This is an optimization exercise on Yosys and OpenROAD, whose aim is small area, a short achievable clock period and few clock cycles per item, not a production implementation. Function was checked by simulation only, so behaviour that the tests miss may differ from the original.

==> inputs of job 7828 <==
==> flow/design.v <==
module grand_mulmod (
    input  wire        clk,
    input  wire        rst,       
    input  wire        start,     
    input  wire [63:0] a,
    input  wire [63:0] s,
    input  wire [63:0] c,
    input  wire [63:0] m,
    output wire        ready,
    output reg         done,
    output wire [63:0] result,
    output reg         split,
    output reg         err
);
    localparam [1:0] S_IDLE = 2'd0,
                     S_MUL  = 2'd1,
                     S_DIV  = 2'd2,
                     S_FIX  = 2'd3;
    reg  [1:0]   state;
    reg  [63:0]  x;           
    reg  [127:0] y;           
    reg  [63:0]  md;          
    reg          dv;          
    reg  [5:0]   bc;          
    reg  [4:0]   ncyc;        
    reg  [7:0]   cnt;         
    reg          vsign;       
    reg          lo_nz;       
    assign result = x;
    assign ready  = (state == S_IDLE);
    wire m_bad = m[63] | ~|m;
    wire [63:0] sdiff = s ^ {s[62:0], 1'b0};
    reg  [5:0]  jmax;
    integer k;
    always @* begin
        jmax = 6'd0;
        for (k = 0; k < 64; k = k + 1)
            if (sdiff[k]) jmax = k[5:0];
    end
    wire [4:0] ncyc_s = {1'b0, jmax[5:2]} + 5'd1;
    wire        div   = dv;
    wire        r_neg = x[63];
    wire [65:0] t     = {x, y[127:126]};               
    function [2:0] booth;
        input [2:0] b;
        booth = {b[2] & ~(b[1] & b[0]),
                 (b == 3'b011) | (b == 3'b100),
                 b[1] ^ b[0]};
    endfunction
    wire        b0_one = bc[0];
    wire        b0_two = bc[1];
    wire        b0_neg = bc[2];
    wire        b1_one = bc[3];
    wire        b1_two = bc[4];
    wire        b1_neg = bc[5];
    wire [63:0] src   = md;
    wire [67:0] src_e = {{4{src[63]}}, src};    
    wire [67:0] pp0_m = b0_one ? src_e : b0_two ? {src_e[66:0], 1'b0} : 68'd0;
    wire [67:0] pp1_m = b1_one ? src_e : b1_two ? {src_e[66:0], 1'b0} : 68'd0;
    wire [67:0] pp0   = b0_neg ? ~pp0_m : pp0_m;
    wire [67:0] pp1   = b1_neg ? {~pp1_m[65:0], 2'b11} : {pp1_m[65:0], 2'b00};
    wire [67:0] o1    = div ? {{2{t[65]}}, t} : {{4{y[127]}}, y[127:64]};
    wire [67:0] cs_s  = o1 ^ pp0 ^ pp1;
    wire [67:0] cs_c  = {(o1[66:0] & pp0[66:0]) | (o1[66:0] & pp1[66:0]) | (pp0[66:0] & pp1[66:0]), b0_neg};
    wire [67:0] asum  = cs_s + cs_c + {67'd0, b1_neg};
    wire [127:0] y_mul = {asum[67:4], asum[3:0], y[63:4]};
    wire        fix   = (state == S_FIX);
    wire [64:0] mx    = r_neg ? {1'b0, md} : ~{1'b0, md};
    wire [64:0] r1    = {x, y[127]} + mx + {64'd0, ~r_neg};
    wire        r1_neg = r1[64];
    wire [65:0] tb    = fix ? {{2{x[63]}}, x} : t;
    wire [65:0] bsum  = tb + {mx[64], mx} + {65'd0, ~r_neg};    
    wire [63:0] r2    = (r_neg == r1_neg) ? asum[63:0] : bsum[63:0];
    reg  [63:0] m_above;      
    integer j;
    always @* begin
        m_above[63] = md[63];
        for (j = 62; j >= 0; j = j - 1)
            m_above[j] = m_above[j+1] | md[j];
    end
    wire [95:0] fmask;
    genvar g;
    generate
        for (g = 0; g < 96; g = g + 1) begin : gm
            if (g + 1 <= 63) begin : lo
                assign fmask[g] = ~m_above[g+1];
            end else begin : hi
                assign fmask[g] = 1'b1;
            end
        end
    endgenerate
    wire [95:0] w32    = {x, y[127:96]};
    wire [67:0] w4     = {x, y[127:124]};
    wire        fit32  = ~|((w32 ^ {96{r_neg}}) & fmask);
    wire        fit4   = ~|((w4  ^ {68{r_neg}}) & fmask[67:0]);
    wire        skip32 = (cnt >= 8'd32) & fit32;
    wire        skip4  = (cnt >= 8'd4) & fit4 & ~skip32;
    wire [31:0] hi32;
    wire [31:0] ybits;
    generate
        for (g = 0; g < 32; g = g + 1) begin : gh
            assign hi32[g]  = (cnt >= 8'd54 + g);
            assign ybits[g] = y[127-g];
        end
    endgenerate
    wire [31:0] take    = skip32 ? 32'hffffffff : skip4 ? 32'h0000000f : 32'h00000003;
    wire        hd      = |(take & hi32 & (ybits ^ {32{vsign}}));
    wire        lz      = |(take & ~hi32 & ybits);
    wire        split_n = split | hd;
    wire        lo_nz_n = lo_nz | lz;
    wire [63:0] r_next  = skip32 ? w32[63:0] : skip4 ? w4[63:0] : r2;
    wire [7:0]  cnt_nx  = cnt - (skip32 ? 8'd32 : skip4 ? 8'd4 : 8'd2);
    wire        last    = skip32 ? (cnt == 8'd32) : skip4 ? (cnt == 8'd4) : (cnt == 8'd2);
    always @(posedge clk) begin
        if (rst) begin
            state <= S_IDLE;
            dv    <= 1'b0;
            done  <= 1'b0;
            x     <= 64'd0;
            split <= 1'b0;
            err   <= 1'b0;
        end else begin
            done <= 1'b0;
            case (state)
                S_IDLE: begin
                    if (start) begin
                        if (m_bad) begin
                            err  <= 1'b1;
                            done <= 1'b1;
                        end else begin
                            x     <= m;
                            split <= 1'b0;
                            state <= S_MUL;
                        end
                    end
                end
                S_MUL: begin
                    if (cnt == 8'd1) begin
                        x     <= {64{asum[67]}};
                        dv    <= 1'b1;
                        state <= S_DIV;
                    end
                end
                S_DIV: begin
                    x     <= r_next;
                    split <= split_n;
                    if (last) begin
                        dv    <= 1'b0;
                        if (r_next[63]) begin
                            state <= S_FIX;
                        end else begin
                            split <= split_n | (vsign & ~lo_nz_n);
                            err   <= 1'b0;
                            done  <= 1'b1;
                            state <= S_IDLE;
                        end
                    end
                end
                S_FIX: begin
                    x     <= bsum[63:0];
                    split <= split | (vsign & ~lo_nz);
                    err   <= 1'b0;
                    done  <= 1'b1;
                    state <= S_IDLE;
                end
            endcase
        end
    end
    always @(posedge clk) begin
        case (state)
            S_IDLE, S_FIX: begin
                y     <= {c, s};
                if (state == S_IDLE) md <= a;
                bc    <= {booth(s[3:1]), booth({s[1:0], 1'b0})};
                lo_nz <= 1'b0;
                ncyc  <= ncyc_s;
                cnt   <= {3'd0, ncyc_s};
            end
            S_MUL: begin
                y   <= y_mul;
                bc  <= {booth(y[7:5]), booth(y[5:3])};
                cnt <= cnt - 8'd1;
                if (cnt == 8'd1) begin
                    md    <= x;
                    bc    <= {~asum[67], 2'b01, asum[67], 2'b01};
                    vsign <= asum[67];
                    cnt   <= 8'd64 + {1'b0, ncyc, 2'b00};
                end
            end
            S_DIV: begin
                bc    <= {~r_next[63], 2'b01, r_next[63], 2'b01};
                y     <= skip32 ? {y[95:0], 32'd0} : skip4 ? {y[123:0], 4'd0} : {y[125:0], 2'd0};
                cnt   <= cnt_nx;
                lo_nz <= lo_nz_n;
            end
        endcase
    end
endmodule
==> flow/flow/run.sh <==
#!/bin/bash
# The standard layout (the standard.sh: ORFS synthesis to final layout),
# with timing repair asked to leave extra setup slack (on the worst paths), so that the achieved
# clock period is pushed below the constraint. Tool output is in
# standard.log and in ORFS's own logs under orfs/logs.
set -euo pipefail
bash standard.sh SETUP_SLACK_MARGIN=9 TNS_END_PERCENT=10 finish > standard.log 2>&1
==> flow/standard.sh <==
#!/bin/bash
# synth_recipe.tcl (not shown) runs the flow's synth.tcl, then flattens the netlist and writes it again
# the make line also repeats each setting of config.mk as NAME=value (left out here)
make -C /OpenROAD-flow-scripts/flow DESIGN_CONFIG=/design/flow/config.mk WORK_HOME=/design/flow/orfs CLKGATE_MAP_FILE= SYNTH_SCRIPT=/design/flow/synth_recipe.tcl "${@:-finish}"
==> flow/config.mk <==
export PLATFORM = sky130hd
export DESIGN_NAME = grand_mulmod
export DESIGN_NICKNAME = grand_mulmod
export VERILOG_FILES = /design/flow/design.v
export SDC_FILE = /design/flow/constraint.sdc
export NUM_CORES = 4
export LEC_CHECK = 0
export CAP_MARGIN = 20
export CORE_MARGIN = 2
export CORE_UTILIZATION = 40
export SLEW_MARGIN = 20
==> flow/constraint.sdc <==
create_clock -name core_clock -period 14.0 [get_ports {clk}]
set_input_delay 2.8000 -clock core_clock [delete_from_list [all_inputs] [get_ports {clk}]]
set_output_delay 2.8000 -clock core_clock [all_outputs]
set_load 0.01 [all_outputs]
==> job 5958: changes against job 7828 <==
==> flow/flow/run.sh (replaced) <==
#!/bin/bash
# The standard layout (the standard.sh: ORFS synthesis to final layout),
# with timing repair asked to leave extra setup slack, so that the achieved
# clock period is pushed below the constraint. Tool output is in
# standard.log and in ORFS's own logs under orfs/logs.
set -euo pipefail
bash standard.sh SETUP_SLACK_MARGIN=9 finish > standard.log 2>&1
==> run notes <==
quantity                                                                           job 5958                 job 7828
Run status                                                          complete, no violations  complete, no violations
Source-to-sink clock delay at the later pin of the worst-skew pair                  0.64 ns                  0.62 ns
Cell area after layout                                                           45400 um^2               43800 um^2
Layout cells sized above 1                                                            17.7%                    14.5%
Via density per instance                                                               6.82                     6.80
Routing usage on met1                                                                 53.8%                    52.2%
Net count of the finished layout                                                       5477                     5431
GR Layer Usage met2                                                                   60.9%                    57.9%
Multi-input combinational cell area                                              28000 um^2               27200 um^2
Multi-input gate share of the layout cell area                                        61.6%                    62.0%
Endpoint of the worst register-to-register path                                       x[34]                    x[20]
Diode insertion count for antenna repair                                                  9                        5
Clock network share of area                                                           3.09%                    3.10%
Post-CTS Resized                                                                        292                      193
Met3 Usage GRT                                                                        12.7%                    12.4%
Layout buffer count excluding clock buffers                                             672                      628
Worst path depth                                                                         25                       20
Final critical-path required period                                                 5.16 ns                  5.22 ns
Setup fix buffers added after clock tree synthesis                                      122                      130
Fraction of area in non-clock buffers                                                 16.2%                    15.0%
Testbench counts of job 7828, summed over its fixed seeds: cycles 135,276, ops 3,200.
Testbench counts of job 5958, summed over its fixed seeds: cycles 135,276, ops 3,200.

[static timing again, ports no longer ideal]
How much do the figures lean on ideal ports? The routed layouts below were timed once more, with nothing changed but the port constraints.
Step 1 sets driving cells, clkbuf_16 on the clock port and buf_2 on the other inputs (assumed; they add their load-dependent delay and slew).
Step 2, shift: input delay + t, output delay - t, t = (earliest + latest rising clock arrival at the registers) / 2. This alone moves slack from input paths to output paths.
Three values: no drivers, after step 1, after step 2; two values: the first two.
| run | t, ns | slack for setup (ns) | worst register clock-pin slew, ns | worst slew at a driven data input, ns |
|---|---|---|---|---|
| job 7828 | 0.672 | 8.783 / 8.783 / 8.203 | 0.07 / 0.07 | 0.11 |
| job 5958 | 0.694 | 8.843 / 8.843 / 8.371 | 0.07 / 0.07 | 0.12 |
After both steps setup and hold are still met in every run listed. For job 7828, which loses most, drivers alone change the setup slack by 0.000 ns; drivers and shift together by -0.580 ns.
